Context: an optimization exercise on an open-source flow, tuned for small area, a short achievable clock period and few clock cycles per item. The choices shown serve that exercise and are no tape-out recipe. The RTL was checked by simulation tests, not by an equivalence proof against the original design.

==> try-ember <==
## r4_butterfly
module r4_butterfly (
    input  wire        clk,
    input  wire        rst,
    input  wire        in_valid,
    output wire        in_ready,
    input  wire [1:0]  in_kind,
    input  wire        in_dir,
    input  wire [31:0] in_a,
    input  wire [31:0] in_b,
    input  wire [31:0] in_c,
    input  wire [31:0] in_d,
    input  wire [31:0] in_w1,
    input  wire [31:0] in_w2,
    input  wire [31:0] in_w3,
    output reg         out_valid,
    output reg  [31:0] out_o0,
    output reg  [31:0] out_o1,
    output reg  [31:0] out_o2,
    output reg  [31:0] out_o3
);
    assign in_ready = 1'b1;
    wire is_s1 = (in_kind == 2'd0);
    wire [16:0] tpx, tpy, tqx, tqy, trx, try_, tsx, tsy;
    r4_addsub_sat #(.SUB(0)) u_px (.a(in_a[15:0]),  .c(in_c[15:0]),  .pre(is_s1), .t(tpx));
    r4_addsub_sat #(.SUB(0)) u_py (.a(in_a[31:16]), .c(in_c[31:16]), .pre(is_s1), .t(tpy));
    r4_addsub_sat #(.SUB(1)) u_qx (.a(in_a[15:0]),  .c(in_c[15:0]),  .pre(is_s1), .t(tqx));
    r4_addsub_sat #(.SUB(1)) u_qy (.a(in_a[31:16]), .c(in_c[31:16]), .pre(is_s1), .t(tqy));
  ...
==> module r4_addsub_sat, before the edit <==
module r4_addsub_sat #(
    parameter SUB = 0
) (
    input  wire [15:0] a,
    input  wire [15:0] c,
    input  wire        pre,
    output wire [16:0] t
);
    localparam W = 17;
    localparam L = 5;
    wire [W-1:0] x  = {a[15], a};
    wire [W-1:0] z  = SUB ? ~{c[15], c} : {c[15], c};
    wire [W-1:0] p0 = x ^ z;
    wire [W-1:0] g0 = x & z;
    wire [W-1:0] gm = {g0[W-1:2], pre ? SUB[0] : g0[1], g0[0]};
    wire [W-1:0] pm = {p0[W-1:2], pre ? 1'b0   : p0[1], p0[0]};
    wire [W-1:0] gg [0:L];
    wire [W-1:0] pp [0:L];
    assign gg[0] = gm;
    assign pp[0] = pm;
    genvar l, i;
    generate for (l = 0; l < L; l = l + 1) begin : lvl
        for (i = 0; i < W; i = i + 1) begin : bit_
            if (((i >> l) & 1) == 1) begin : comb
                localparam integer J = ((i >> l) << l) - 1;
                assign gg[l+1][i] = gg[l][i] | (pp[l][i] & gg[l][J]);
                assign pp[l+1][i] = pp[l][i] & pp[l][J];
            end else begin : keep
                assign gg[l+1][i] = gg[l][i];
                assign pp[l+1][i] = pp[l][i];
            end
        end
    end endgenerate
    wire [W:0] cy = {gg[L] | (pp[L] & {W{SUB[0]}}), SUB[0]};
    wire [16:0] s = p0 ^ cy[W-1:0];
    assign t = pre ? {{2{s[16]}}, s[16:2]} : s;
endmodule
==> flow/config.mk <==
export PLATFORM = sky130hd
export DESIGN_NAME = r4_butterfly
export DESIGN_NICKNAME = r4_butterfly
export VERILOG_FILES = /design/flow/design.v
export SDC_FILE = /design/flow/constraint.sdc
export NUM_CORES = 4
export LEC_CHECK = 0
export CAP_MARGIN = 20
export CORE_MARGIN = 2
export CORE_UTILIZATION = 55
export PLACE_DENSITY = 0.62
export SLEW_MARGIN = 20
==> flow/constraint.sdc <==
create_clock -name core_clock -period 12.0 [get_ports {clk}]
set_input_delay 2.4000 -clock core_clock [delete_from_list [all_inputs] [get_ports {clk}]]
set_output_delay 2.4000 -clock core_clock [all_outputs]
set_load 0.01 [all_outputs]
standard.sh (not shown) runs the stock make flow with config.mk's settings and CLKGATE_MAP_FILE= SYNTH_SCRIPT=/design/flow/synth_recipe.tcl, a recipe that flattens the netlist after the stock synthesis.
==> flow/flow/run.sh <==
#!/bin/bash
# The standard layout (standard.sh: the standard flow's synthesis and ORFS flow), with
#  - timing repair aiming for more setup slack than the default,
#  - no gate cloning,
#  - port buffers of type buf_2 (resized later by repair like any other cell).
set -euo pipefail
bash standard.sh SETUP_SLACK_MARGIN=7.6 SKIP_GATE_CLONING=1 \
  "BUFFER_PORTS_ARGS=-buffer_cell sky130_fd_sc_hd__buf_2" finish > orfs_flow.log 2>&1
==> try-indigo (differences from try-ember) <==
--- a/flow/flow/run.sh
+++ b/flow/flow/run.sh
@@ -4,5 +4,5 @@
 #  - no gate cloning,
 #  - port buffers of type buf_2 (resized later by repair like any other cell).
 set -euo pipefail
-bash standard.sh SETUP_SLACK_MARGIN=7.6 SKIP_GATE_CLONING=1 \
+bash standard.sh SETUP_SLACK_MARGIN=7.5 SKIP_GATE_CLONING=1 \
   "BUFFER_PORTS_ARGS=-buffer_cell sky130_fd_sc_hd__buf_2" finish > orfs_flow.log 2>&1
CORE_UTILIZATION = 62   (was 55)
PLACE_DENSITY = 0.68   (was 0.62)
==> try-pepper (differences from try-ember) <==
--- a/flow/design.v
+++ b/flow/design.v
@@ -19,34 +19,12 @@
     input  wire        pre,
     output wire [16:0] t
 );
-    localparam W = 17;
-    localparam L = 5;
-    wire [W-1:0] x  = {a[15], a};
-    wire [W-1:0] z  = SUB ? ~{c[15], c} : {c[15], c};
-    wire [W-1:0] p0 = x ^ z;
-    wire [W-1:0] g0 = x & z;
-    wire [W-1:0] gm = {g0[W-1:2], pre ? SUB[0] : g0[1], g0[0]};
-    wire [W-1:0] pm = {p0[W-1:2], pre ? 1'b0   : p0[1], p0[0]};
-    wire [W-1:0] gg [0:L];
-    wire [W-1:0] pp [0:L];
-    assign gg[0] = gm;
-    assign pp[0] = pm;
-    genvar l, i;
-    generate for (l = 0; l < L; l = l + 1) begin : lvl
-        for (i = 0; i < W; i = i + 1) begin : bit_
-            if (((i >> l) & 1) == 1) begin : comb
-                localparam integer J = ((i >> l) << l) - 1;
-                assign gg[l+1][i] = gg[l][i] | (pp[l][i] & gg[l][J]);
-                assign pp[l+1][i] = pp[l][i] & pp[l][J];
-            end else begin : keep
-                assign gg[l+1][i] = gg[l][i];
-                assign pp[l+1][i] = pp[l][i];
-            end
-        end
-    end endgenerate
-    wire [W:0] cy = {gg[L] | (pp[L] & {W{SUB[0]}}), SUB[0]};
-    wire [16:0] s = p0 ^ cy[W-1:0];
-    assign t = pre ? {{2{s[16]}}, s[16:2]} : s;
+    wire [15:0] cb = SUB ? ~c : c;
+    wire [2:0]  lo = {1'b0, a[1:0]} + {1'b0, cb[1:0]} + SUB;
+    wire        hi_ci = pre ? SUB[0] : lo[2];
+    wire [15:0] hi2 = {a[15], a[15:2], 1'b1} + {cb[15], cb[15:2], hi_ci};
+    wire [14:0] hi  = hi2[15:1];
+    assign t = pre ? {{2{hi[14]}}, hi} : {hi, lo[1:0]};
 endmodule
 module r4_sat (
     input  wire [16:0] t,
==> flow/flow/run.sh (replaced) <==
#!/bin/bash
# The standard layout (standard.sh: the standard flow's synthesis and ORFS flow), with timing
# repair aiming for more setup slack than the default, and without gate cloning.
set -euo pipefail
bash standard.sh SETUP_SLACK_MARGIN=7.5 SKIP_GATE_CLONING=1 finish > orfs_flow.log 2>&1
==> impl_metrics.yaml <==
run_status:
  outcome: "complete, no violations"
finish:
  multi_input_area_share_pct: 66.8
  multi_input_cells: 9210
critical_path:
  path_cells: "buf_12 > inv_12 > ha_4 > inv_2 > fa_2 > nor2_4 > fa_2 > nor2b_2 > o21ai_2 > a21oi_2 > o21ai_1 > nand2b_1 > a311oi_2 > o21ai_2 > o41ai_2 > buf_4 > xnor2_2 > mux2_4"
  slowest_delay_ps: 430
timing:
  fin_crit_sh_pct: 37.6
-- figures above: try-pepper

==> impl_metrics.yaml <==
run_status:
  outcome: "complete, no violations"
timing:
  fin_crit_sh_pct: 37.5
finish:
  utilization_pct: 63.8
  multi_input_area_share_pct: 65.3
logic_synthesis:
  syn_area_per_cell_um2: 9.18
  synthesis.area_um2: 115000
placed_design:
  dp_hpwl_um: 249000
critical_path:
  path_cells: "buf_12 > inv_12 > ha_4 > o21a_1 > o31a_1 > o21ai_2 > a221oi_2 > a31o_2 > o41a_1 > a211oi_2 > buf_4 > a21oi_2 > or3_1 > o221ai_2"
  slowest_delay_ps: 440
-- figures above: try-ember

==> impl_metrics.yaml <==
critical_path:
  slowest_delay_ps: 460
  path_cells: "buf_12 > inv_12 > ha_4 > o21a_1 > o31a_1 > o21ai_2 > a221oi_4 > a31o_4 > o41a_1 > a211oi_4 > o21bai_4 > xor2_1 > mux2_4"
detailed_routing:
  wl_met3_um: 49100
finish:
  multi_input_cells: 8994
  multi_input_area_share_pct: 67.3
worst_hold_path:
  whs_endpoint: "s3_a[24]$_DFF_P_"
timing:
  fin_crit_sh_pct: 37.6
run_status:
  outcome: "complete, no violations"
-- figures above: try-indigo

Testbench counts of try-ember, summed over its fixed seeds: cycles 4,128, items 4,096.
Testbench counts of try-indigo, summed over its fixed seeds: cycles 4,128, items 4,096.
Testbench counts of try-pepper, summed over its fixed seeds: cycles 4,128, items 4,096.

==> separate check: timing with driven ports <==
How much do the figures lean on ideal ports? The routed layouts below were timed once more, with nothing changed but the port constraints.
Step 1, drivers: a clkbuf_16 drives clk and a buf_2 each remaining input, both assumed.
Step 2 times the ports against the registers' clock, not the clock port: input delays grow and output delays shrink by t, the midpoint of the rising clock arrivals with the driver on.
Slacks: ideal ports / drivers / drivers and shift; pairs: ideal ports / drivers.
run	shift t [ns]	setup slack, ns	hold slack, ns	worst register clock-pin slew, ns
try-ember	0.899	7.506 / 7.541 / 6.642	0.314 / 0.314 / 0.314	0.07 / 0.07
try-indigo	0.883	7.486 / 7.482 / 6.599	0.311 / 0.311 / 0.311	0.08 / 0.08
try-pepper	0.902	7.490 / 7.532 / 6.639	0.324 / 0.324 / 0.324	0.08 / 0.08
After both steps every run listed still meets setup and hold. The setup slack of try-indigo, which loses most, moves by -0.004 ns with the drivers and by -0.887 ns with both steps.
